Context: an optimization exercise on an open-source flow, tuned for small area. The choices shown serve that exercise and are no tape-out recipe.
Only simulation tests tie the RTL to the original design; equivalence was not proved.
Power and IR drop assume default switching activity.

==> module bacman_tx, before the edit <==
module bacman_tx (
    input  wire        clk,
    input  wire        rst,
    input  wire [7:0]  cfg_station,       
    input  wire        tx_start,
    input  wire [7:0]  tx_type,
    input  wire [7:0]  tx_dest,
    input  wire [15:0] tx_len,
    output wire        tx_busy,
    input  wire        txp_valid,
    input  wire [7:0]  txp_data,
    output wire        txp_ready,
    output reg         txo_valid,
    output reg  [7:0]  txo_data,
    input  wire        txo_ready,
    output wire [31:0] cnt_frames_tx
);
    localparam [3:0] S_IDLE  = 4'd0,
                     S_SYNC1 = 4'd1,
                     S_SYNC2 = 4'd2,
                     S_TYPE  = 4'd3,
                     S_DEST  = 4'd4,
                     S_SRC   = 4'd5,
                     S_LENHI = 4'd6,
                     S_LENLO = 4'd7,
                     S_HCRC  = 4'd8,
                     S_DATA  = 4'd9,
                     S_DCRCL = 4'd10,
                     S_DCRCH = 4'd11;
    reg [3:0]  state;
    reg [7:0]  f_type, f_dest, f_src;
    reg [15:0] f_len;
    wire [7:0]  hcrc_next;
    wire [15:0] dcrc_next;
    wire [7:0]  hcrc_prev = (state == S_TYPE) ? 8'h00 : f_type;
    bacman_crc8_step  u_crc8  (.d(txo_data), .c(~hcrc_prev), .q(hcrc_next));
    bacman_crc16_step u_crc16 (.d(txp_data), .c(~{f_dest, f_type}), .q(dcrc_next));
    assign tx_busy   = (state != S_IDLE);
    assign txp_ready = (state == S_DATA) && txo_ready;
    always @* begin
        txo_valid = 1'b1;
        txo_data  = 8'h00;
        case (state)
            S_IDLE:  txo_valid = 1'b0;
            S_SYNC1: txo_data  = 8'h55;
            S_SYNC2: txo_data  = 8'hFF;
            S_TYPE:  txo_data  = f_type;
            S_DEST:  txo_data  = f_dest;
            S_SRC:   txo_data  = f_src;
            S_LENHI: txo_data  = f_len[15:8];
            S_LENLO: txo_data  = f_len[7:0];
            S_HCRC:  txo_data  = f_type;
            S_DATA: begin
                txo_valid = txp_valid;
                txo_data  = txp_data;
            end
            S_DCRCL: txo_data  = f_type;
            S_DCRCH: txo_data  = f_dest;
            default: txo_valid = 1'b0;
        endcase
    end
    wire fire = txo_valid && txo_ready;
    wire [16:0] dec_b;
    assign dec_b[0] = (state == S_DATA) && fire;
    genvar gi;
    generate
        for (gi = 0; gi < 16; gi = gi + 1) begin : g_dec
            assign dec_b[gi+1] = dec_b[gi] & ~f_len[gi];
        end
    endgenerate
    bacman_cnt32 u_cnt_tx (.clk(clk), .rst(rst), .inc((state == S_IDLE) && tx_start), .q(cnt_frames_tx));
    always @(posedge clk)
        if (state == S_IDLE && tx_start) f_len <= tx_len;
        else                              f_len <= f_len ^ dec_b[15:0];
    always @(posedge clk) begin
        if (rst) begin
            state         <= S_IDLE;
        end else begin
            case (state)
                S_IDLE: begin
                    if (tx_start) begin
                        state         <= S_SYNC1;
                        f_type        <= tx_type;
                        f_dest        <= tx_dest;
                        f_src         <= cfg_station;
                    end
                end
                S_SYNC1: if (fire) state <= S_SYNC2;
                S_SYNC2: if (fire) state <= S_TYPE;
                S_TYPE, S_DEST, S_SRC, S_LENHI: if (fire) begin
                    f_type   <= ~hcrc_next;
                    state    <= state + 4'd1;
                end
                S_LENLO: if (fire) begin
                    f_type   <= ~hcrc_next;
                    state    <= S_HCRC;
                end
                S_HCRC: if (fire) begin
                    {f_dest, f_type} <= 16'h0000;
                    state <= (f_len == 16'd0) ? S_IDLE : S_DATA;
                end
                S_DATA: if (fire) begin
                    {f_dest, f_type} <= ~dcrc_next;
                    if (f_len == 16'd1)
                        state <= S_DCRCL;
                end
                S_DCRCL: if (fire) state <= S_DCRCH;
                S_DCRCH: if (fire) state <= S_IDLE;
                default: state <= S_IDLE;
            endcase
        end
    end
endmodule
clock: 10.0 ns
lec_check: 0
cap_margin: 20
core_margin: 2
core_utilization: 40
place_density: 0.6
slew_margin: 20
standard.sh (not shown) runs the stock make flow with config.mk's settings and CLKGATE_MAP_FILE= SYNTH_SCRIPT=/design/flow/synth_recipe.tcl, a recipe that flattens the netlist after the stock synthesis.
==> flow/flow/run.sh <==
#!/bin/bash
# Own layout flow: the standard ORFS flow (standard.sh, unchanged synthesis),
# with two changes that only affect buffering:
#  - the port buffers use the smallest buffer cell (sky130_fd_sc_hd__buf_1);
#  - clock tree synthesis uses larger sink clusters of clkbuf_16 and no dummy
#    load cells.
set -euo pipefail
export BUFFER_PORTS_ARGS="-buffer_cell sky130_fd_sc_hd__buf_1"
export CTS_ARGS="-sink_clustering_enable -repair_clock_nets -dont_use_dummy_load -buf_list sky130_fd_sc_hd__clkbuf_16 -sink_clustering_size 25 -sink_clustering_max_diameter 100"
bash standard.sh finish > standard_finish.log 2>&1
The starting point produced a clean layout.
Change:
--- a/flow/design.v
+++ b/flow/design.v
@@ -227,13 +227,13 @@
     reg [3:0]  state;
     reg [7:0]  f_type, f_dest, f_src;
     reg [15:0] f_len;
     wire [7:0]  hcrc_next;
     wire [15:0] dcrc_next;
-    wire [7:0]  hcrc_prev = (state == S_TYPE) ? 8'h00 : f_type;
-    bacman_crc8_step  u_crc8  (.d(txo_data), .c(~hcrc_prev), .q(hcrc_next));
-    bacman_crc16_step u_crc16 (.d(txp_data), .c(~{f_dest, f_type}), .q(dcrc_next));
+    wire [7:0]  hcrc_prev = (state == S_TYPE) ? 8'hFF : f_type;
+    bacman_crc8_step  u_crc8  (.d(txo_data), .c(hcrc_prev), .q(hcrc_next));
+    bacman_crc16_step u_crc16 (.d(txp_data), .c({f_dest, f_type}), .q(dcrc_next));
     assign tx_busy   = (state != S_IDLE);
     assign txp_ready = (state == S_DATA) && txo_ready;
     always @* begin
         txo_valid = 1'b1;
         txo_data  = 8'h00;
@@ -244,17 +244,17 @@
             S_TYPE:  txo_data  = f_type;
             S_DEST:  txo_data  = f_dest;
             S_SRC:   txo_data  = f_src;
             S_LENHI: txo_data  = f_len[15:8];
             S_LENLO: txo_data  = f_len[7:0];
-            S_HCRC:  txo_data  = f_type;
+            S_HCRC:  txo_data  = ~f_type;
             S_DATA: begin
                 txo_valid = txp_valid;
                 txo_data  = txp_data;
             end
-            S_DCRCL: txo_data  = f_type;
-            S_DCRCH: txo_data  = f_dest;
+            S_DCRCL: txo_data  = ~f_type;
+            S_DCRCH: txo_data  = ~f_dest;
             default: txo_valid = 1'b0;
         endcase
     end
     wire fire = txo_valid && txo_ready;
     wire [16:0] dec_b;
@@ -283,23 +283,23 @@
                     end
                 end
                 S_SYNC1: if (fire) state <= S_SYNC2;
                 S_SYNC2: if (fire) state <= S_TYPE;
                 S_TYPE, S_DEST, S_SRC, S_LENHI: if (fire) begin
-                    f_type   <= ~hcrc_next;
+                    f_type   <= hcrc_next;
                     state    <= state + 4'd1;
                 end
                 S_LENLO: if (fire) begin
-                    f_type   <= ~hcrc_next;
+                    f_type   <= hcrc_next;
                     state    <= S_HCRC;
                 end
                 S_HCRC: if (fire) begin
-                    {f_dest, f_type} <= 16'h0000;
+                    {f_dest, f_type} <= 16'hFFFF;
                     state <= (f_len == 16'd0) ? S_IDLE : S_DATA;
                 end
                 S_DATA: if (fire) begin
-                    {f_dest, f_type} <= ~dcrc_next;
+                    {f_dest, f_type} <= dcrc_next;
                     if (f_len == 16'd1)
                         state <= S_DCRCL;
                 end
                 S_DCRCL: if (fire) state <= S_DCRCH;
                 S_DCRCH: if (fire) state <= S_IDLE;
=> The new run completed without violations; fmax barely changes; routed wire length stays flat; clock-buffer cell count stays the same; worst hold slack loses 0.0056 ns; die area went up by 0.71%; synthesized cell count went up by 2.7%; flip-flop and latch count is unchanged; global-route usage went down by 0.12 points; register-to-register slack loses 0.02 ns; worst setup slack gains 0.026 ns.

---

run a:
RTL: one of the versions met above, not the one the previous note started from.
Size: roughly 1500 cells after synthesis, ~360 flip-flops, ~380 I/O pins, ~17000 um^2 of cells after synthesis.
==> module bacman_cnt32, before the edit <==
module bacman_cnt32 (
    input  wire        clk,
    input  wire        rst,
    input  wire        inc,
    output wire [31:0] q
);
    reg  [31:0] base;
    reg         pend;
    wire [32:0] c;
    assign c[0] = pend;
    genvar i;
    generate
        for (i = 0; i < 32; i = i + 1) begin : g_c
            assign c[i+1] = c[i] & base[i];
        end
    endgenerate
    assign q = base ^ c[31:0];
    always @(posedge clk)
        if (rst) begin
            base <= 32'd0;
            pend <= 1'b0;
        end else begin
            base <= q;
            pend <= inc;
        end
endmodule
==> module bacman_silence_ge, before the edit <==
module bacman_silence_ge (
    input  wire [31:0] a,
    input  wire [31:0] b,
    input  wire [31:0] t,
    output wire        ge
);
    wire [31:0] na = ~a;
    wire [31:0] x  = b ^ t ^ na;
    wire [32:0] y, k, c;
    assign y[0] = 1'b0;
    assign k[0] = 1'b0;
    assign c[0] = 1'b0;
    genvar i;
    generate
        for (i = 0; i < 32; i = i + 1) begin : g_b
            assign y[i+1] = (b[i] & t[i]) | (b[i] & na[i]) | (t[i] & na[i]);
            assign k[i+1] = (b[i] & na[i]) | ((b[i] | na[i]) & k[i]);
            assign c[i+1] = (x[i] & y[i]) | ((x[i] | y[i]) & c[i]);
        end
    endgenerate
    assign ge = k[32] ? ~(y[32] & c[32]) : ~(y[32] | c[32]);
endmodule
==> module bacman_tx, before the edit <==
module bacman_tx (
    input  wire        clk,
    input  wire        rst,
    input  wire [7:0]  cfg_station,       
    input  wire        tx_start,
    input  wire [7:0]  tx_type,
    input  wire [7:0]  tx_dest,
    input  wire [15:0] tx_len,
    output wire        tx_busy,
    input  wire        txp_valid,
    input  wire [7:0]  txp_data,
    output wire        txp_ready,
    output reg         txo_valid,
    output reg  [7:0]  txo_data,
    input  wire        txo_ready,
    output wire [31:0] cnt_frames_tx
);
    localparam [3:0] S_IDLE  = 4'd0,
                     S_SYNC1 = 4'd1,
                     S_SYNC2 = 4'd2,
                     S_TYPE  = 4'd3,
                     S_DEST  = 4'd4,
                     S_SRC   = 4'd5,
                     S_LENHI = 4'd6,
                     S_LENLO = 4'd7,
                     S_HCRC  = 4'd8,
                     S_DATA  = 4'd9,
                     S_DCRCL = 4'd10,
                     S_DCRCH = 4'd11;
    reg [3:0]  state;
    reg [7:0]  f_type, f_dest, f_src;
    reg [15:0] f_len;
    wire [7:0]  hcrc_next;
    wire [15:0] dcrc_next;
    wire [7:0]  hcrc_prev = (state == S_TYPE) ? 8'hFF : f_type;
    bacman_crc8_step  u_crc8  (.d(txo_data), .c(hcrc_prev), .q(hcrc_next));
    bacman_crc16_step u_crc16 (.d(txp_data), .c({f_dest, f_type}), .q(dcrc_next));
    assign tx_busy   = (state != S_IDLE);
    assign txp_ready = (state == S_DATA) && txo_ready;
    always @* begin
        txo_valid = 1'b1;
        txo_data  = 8'h00;
        case (state)
            S_IDLE:  txo_valid = 1'b0;
            S_SYNC1: txo_data  = 8'h55;
            S_SYNC2: txo_data  = 8'hFF;
            S_TYPE:  txo_data  = f_type;
            S_DEST:  txo_data  = f_dest;
            S_SRC:   txo_data  = f_src;
            S_LENHI: txo_data  = f_len[15:8];
            S_LENLO: txo_data  = f_len[7:0];
            S_HCRC:  txo_data  = ~f_type;
            S_DATA: begin
                txo_valid = txp_valid;
                txo_data  = txp_data;
            end
            S_DCRCL: txo_data  = ~f_type;
            S_DCRCH: txo_data  = ~f_dest;
            default: txo_valid = 1'b0;
        endcase
    end
    wire fire = txo_valid && txo_ready;
    wire [16:0] dec_b;
    assign dec_b[0] = (state == S_DATA) && fire;
    genvar gi;
    generate
        for (gi = 0; gi < 16; gi = gi + 1) begin : g_dec
            assign dec_b[gi+1] = dec_b[gi] & ~f_len[gi];
        end
    endgenerate
    bacman_cnt32 u_cnt_tx (.clk(clk), .rst(rst), .inc((state == S_IDLE) && tx_start), .q(cnt_frames_tx));
    always @(posedge clk)
        if (state == S_IDLE && tx_start) f_len <= tx_len;
        else                              f_len <= f_len ^ dec_b[15:0];
    always @(posedge clk) begin
        if (rst) begin
            state         <= S_IDLE;
        end else begin
            case (state)
                S_IDLE: begin
                    if (tx_start) begin
                        state         <= S_SYNC1;
                        f_type        <= tx_type;
                        f_dest        <= tx_dest;
                        f_src         <= cfg_station;
                    end
                end
                S_SYNC1: if (fire) state <= S_SYNC2;
                S_SYNC2: if (fire) state <= S_TYPE;
                S_TYPE, S_DEST, S_SRC, S_LENHI: if (fire) begin
                    f_type   <= hcrc_next;
                    state    <= state + 4'd1;
                end
                S_LENLO: if (fire) begin
                    f_type   <= hcrc_next;
                    state    <= S_HCRC;
                end
                S_HCRC: if (fire) begin
                    {f_dest, f_type} <= 16'hFFFF;
                    state <= (f_len == 16'd0) ? S_IDLE : S_DATA;
                end
                S_DATA: if (fire) begin
                    {f_dest, f_type} <= dcrc_next;
                    if (f_len == 16'd1)
                        state <= S_DCRCL;
                end
                S_DCRCL: if (fire) state <= S_DCRCH;
                S_DCRCH: if (fire) state <= S_IDLE;
                default: state <= S_IDLE;
            endcase
        end
    end
endmodule
Settings: LEC_CHECK=0, CAP_MARGIN=20, CORE_MARGIN=2, CORE_UTILIZATION=40, PLACE_DENSITY=0.6, SLEW_MARGIN=20; clock period 10.0 ns.
run.sh (not shown) runs the stock make flow with config.mk's settings and CLKGATE_MAP_FILE= SYNTH_SCRIPT=/design/flow/synth_recipe.tcl, a recipe that flattens the netlist after the stock synthesis.
Stock flow here: none of the scripts above is used.
For run b, these inputs were changed with respect to run a:
==> flow/design.v, changed modules only <==
module bacman_cnt32 (
    input  wire        clk,
    input  wire        rst,
    input  wire        inc,
    output reg  [31:0] q
);
    wire [32:0] c;
    assign c[0] = inc;
    genvar i;
    generate
        for (i = 0; i < 32; i = i + 1) begin : g_c
            assign c[i+1] = c[i] & q[i];
        end
    endgenerate
    always @(posedge clk)
        if (rst) q <= 32'd0;
        else     q <= q ^ c[31:0];
endmodule
module bacman_silence_ge (
    input  wire [31:0] a,
    input  wire [31:0] b,
    input  wire [31:0] t,
    output wire        ge
);
    wire [32:0] k, g;
    wire [31:0] s;
    assign k[0] = 1'b0;
    assign g[0] = 1'b0;
    genvar i;
    generate
        for (i = 0; i < 32; i = i + 1) begin : g_b
            assign s[i]   = a[i] ^ b[i] ^ k[i];
            assign k[i+1] = (~a[i] & b[i]) | (~a[i] & k[i]) | (b[i] & k[i]);
            assign g[i+1] = (~s[i] & t[i]) | (~s[i] & g[i]) | (t[i] & g[i]);
        end
    endgenerate
    assign ge = ~g[32];
endmodule
module bacman_tx (
    input  wire        clk,
    input  wire        rst,
    input  wire [7:0]  cfg_station,       
    input  wire        tx_start,
    input  wire [7:0]  tx_type,
    input  wire [7:0]  tx_dest,
    input  wire [15:0] tx_len,
    output wire        tx_busy,
    input  wire        txp_valid,
    input  wire [7:0]  txp_data,
    output wire        txp_ready,
    output reg         txo_valid,
    output reg  [7:0]  txo_data,
    input  wire        txo_ready,
    output wire [31:0] cnt_frames_tx
);
    localparam [3:0] S_IDLE  = 4'd0,
                     S_SYNC1 = 4'd1,
                     S_SYNC2 = 4'd2,
                     S_TYPE  = 4'd3,
                     S_DEST  = 4'd4,
                     S_SRC   = 4'd5,
                     S_LENHI = 4'd6,
                     S_LENLO = 4'd7,
                     S_HCRC  = 4'd8,
                     S_DATA  = 4'd9,
                     S_DCRCL = 4'd10,
                     S_DCRCH = 4'd11;
    reg [3:0]  state;
    reg [7:0]  f_type, f_dest, f_src;
    reg [15:0] f_len;
    reg [15:0] crc;
    wire [7:0]  hcrc_next;
    wire [15:0] dcrc_next;
    bacman_crc8_step  u_crc8  (.d(txo_data), .c(crc[7:0]), .q(hcrc_next));
    bacman_crc16_step u_crc16 (.d(txp_data), .c(crc), .q(dcrc_next));
    assign tx_busy   = (state != S_IDLE);
    assign txp_ready = (state == S_DATA) && txo_ready;
    always @* begin
        txo_valid = 1'b1;
        txo_data  = 8'h00;
        case (state)
            S_IDLE:  txo_valid = 1'b0;
            S_SYNC1: txo_data  = 8'h55;
            S_SYNC2: txo_data  = 8'hFF;
            S_TYPE:  txo_data  = f_type;
            S_DEST:  txo_data  = f_dest;
            S_SRC:   txo_data  = f_src;
            S_LENHI: txo_data  = f_len[15:8];
            S_LENLO: txo_data  = f_len[7:0];
            S_HCRC:  txo_data  = ~crc[7:0];
            S_DATA: begin
                txo_valid = txp_valid;
                txo_data  = txp_data;
            end
            S_DCRCL: txo_data  = ~crc[7:0];
            S_DCRCH: txo_data  = ~crc[15:8];
            default: txo_valid = 1'b0;
        endcase
    end
    wire fire = txo_valid && txo_ready;
    wire [16:0] dec_b;
    assign dec_b[0] = (state == S_DATA) && fire;
    genvar gi;
    generate
        for (gi = 0; gi < 16; gi = gi + 1) begin : g_dec
            assign dec_b[gi+1] = dec_b[gi] & ~f_len[gi];
        end
    endgenerate
    bacman_cnt32 u_cnt_tx (.clk(clk), .rst(rst), .inc((state == S_IDLE) && tx_start), .q(cnt_frames_tx));
    always @(posedge clk)
        if (state == S_IDLE && tx_start) f_len <= tx_len;
        else                              f_len <= f_len ^ dec_b[15:0];
    always @(posedge clk) begin
        if (rst) begin
            state         <= S_IDLE;
        end else begin
            case (state)
                S_IDLE: begin
                    crc[7:0] <= 8'hFF;
                    if (tx_start) begin
                        state         <= S_SYNC1;
                        f_type        <= tx_type;
                        f_dest        <= tx_dest;
                        f_src         <= cfg_station;
                    end
                end
                S_SYNC1: if (fire) state <= S_SYNC2;
                S_SYNC2: if (fire) state <= S_TYPE;
                S_TYPE, S_DEST, S_SRC, S_LENHI: if (fire) begin
                    crc[7:0] <= hcrc_next;
                    state    <= state + 4'd1;
                end
                S_LENLO: if (fire) begin
                    crc[7:0] <= hcrc_next;
                    state    <= S_HCRC;
                end
                S_HCRC: if (fire) begin
                    crc   <= 16'hFFFF;
                    state <= (f_len == 16'd0) ? S_IDLE : S_DATA;
                end
                S_DATA: if (fire) begin
                    crc   <= dcrc_next;
                    if (f_len == 16'd1)
                        state <= S_DCRCL;
                end
                S_DCRCL: if (fire) state <= S_DCRCH;
                S_DCRCH: if (fire) state <= S_IDLE;
                default: state <= S_IDLE;
            endcase
        end
    end
endmodule
- The final reports for run b and run a show leakage power lower in the former.
- Post-layout net count (higher): run a
- Run b vs run a — routed wire length rose 7.7%.
- [compare] base=run a new=run b: share of cell area taken by muxes after synthesis comparable, combinational power saw a decrease.
- Looking at first element of the critical path, the u_tx.u_cnt_tx.base[0] result is from run a; the ev_time[0] one comes from run b.
- Run b -> stages 100% | layout checks FAIL | negative setup slack

==> re-timing with driven ports <==
In the flow no input, the clock included, has a driving cell. The finished layouts below were timed again as built, in two steps. Step 1 assumes that a clkbuf_16 drives the clock port and a buf_2 every other input. Step 2 also shifts input and output timing later by t, the mid clock arrival at the registers, as if the neighbouring blocks saw the same clock. Slacks: ideal ports / drivers / drivers and shift; pairs: ideal ports / drivers.
run | shift t [ns] | setup slack, ns | latest minus earliest clock arrival (ns) | cell pins on the clock port's net
the first run of note 1 | 0.569 | 0.591 / 0.537 / 1.106 | 0.040 / 0.039 | 1
the second run of note 1 | 0.570 | 0.617 / 0.561 / 1.131 | 0.039 / 0.039 | 1
run a | 0.608 | 0.361 / 0.306 / 0.914 | 0.015 / 0.014 | 1
run b | 0.619 | -8.187 / -8.181 / -8.801 | 0.019 / 0.019 | 1
The setup slack of run b, which loses most, moves by +0.006 ns with the drivers and by -0.614 ns with both steps.
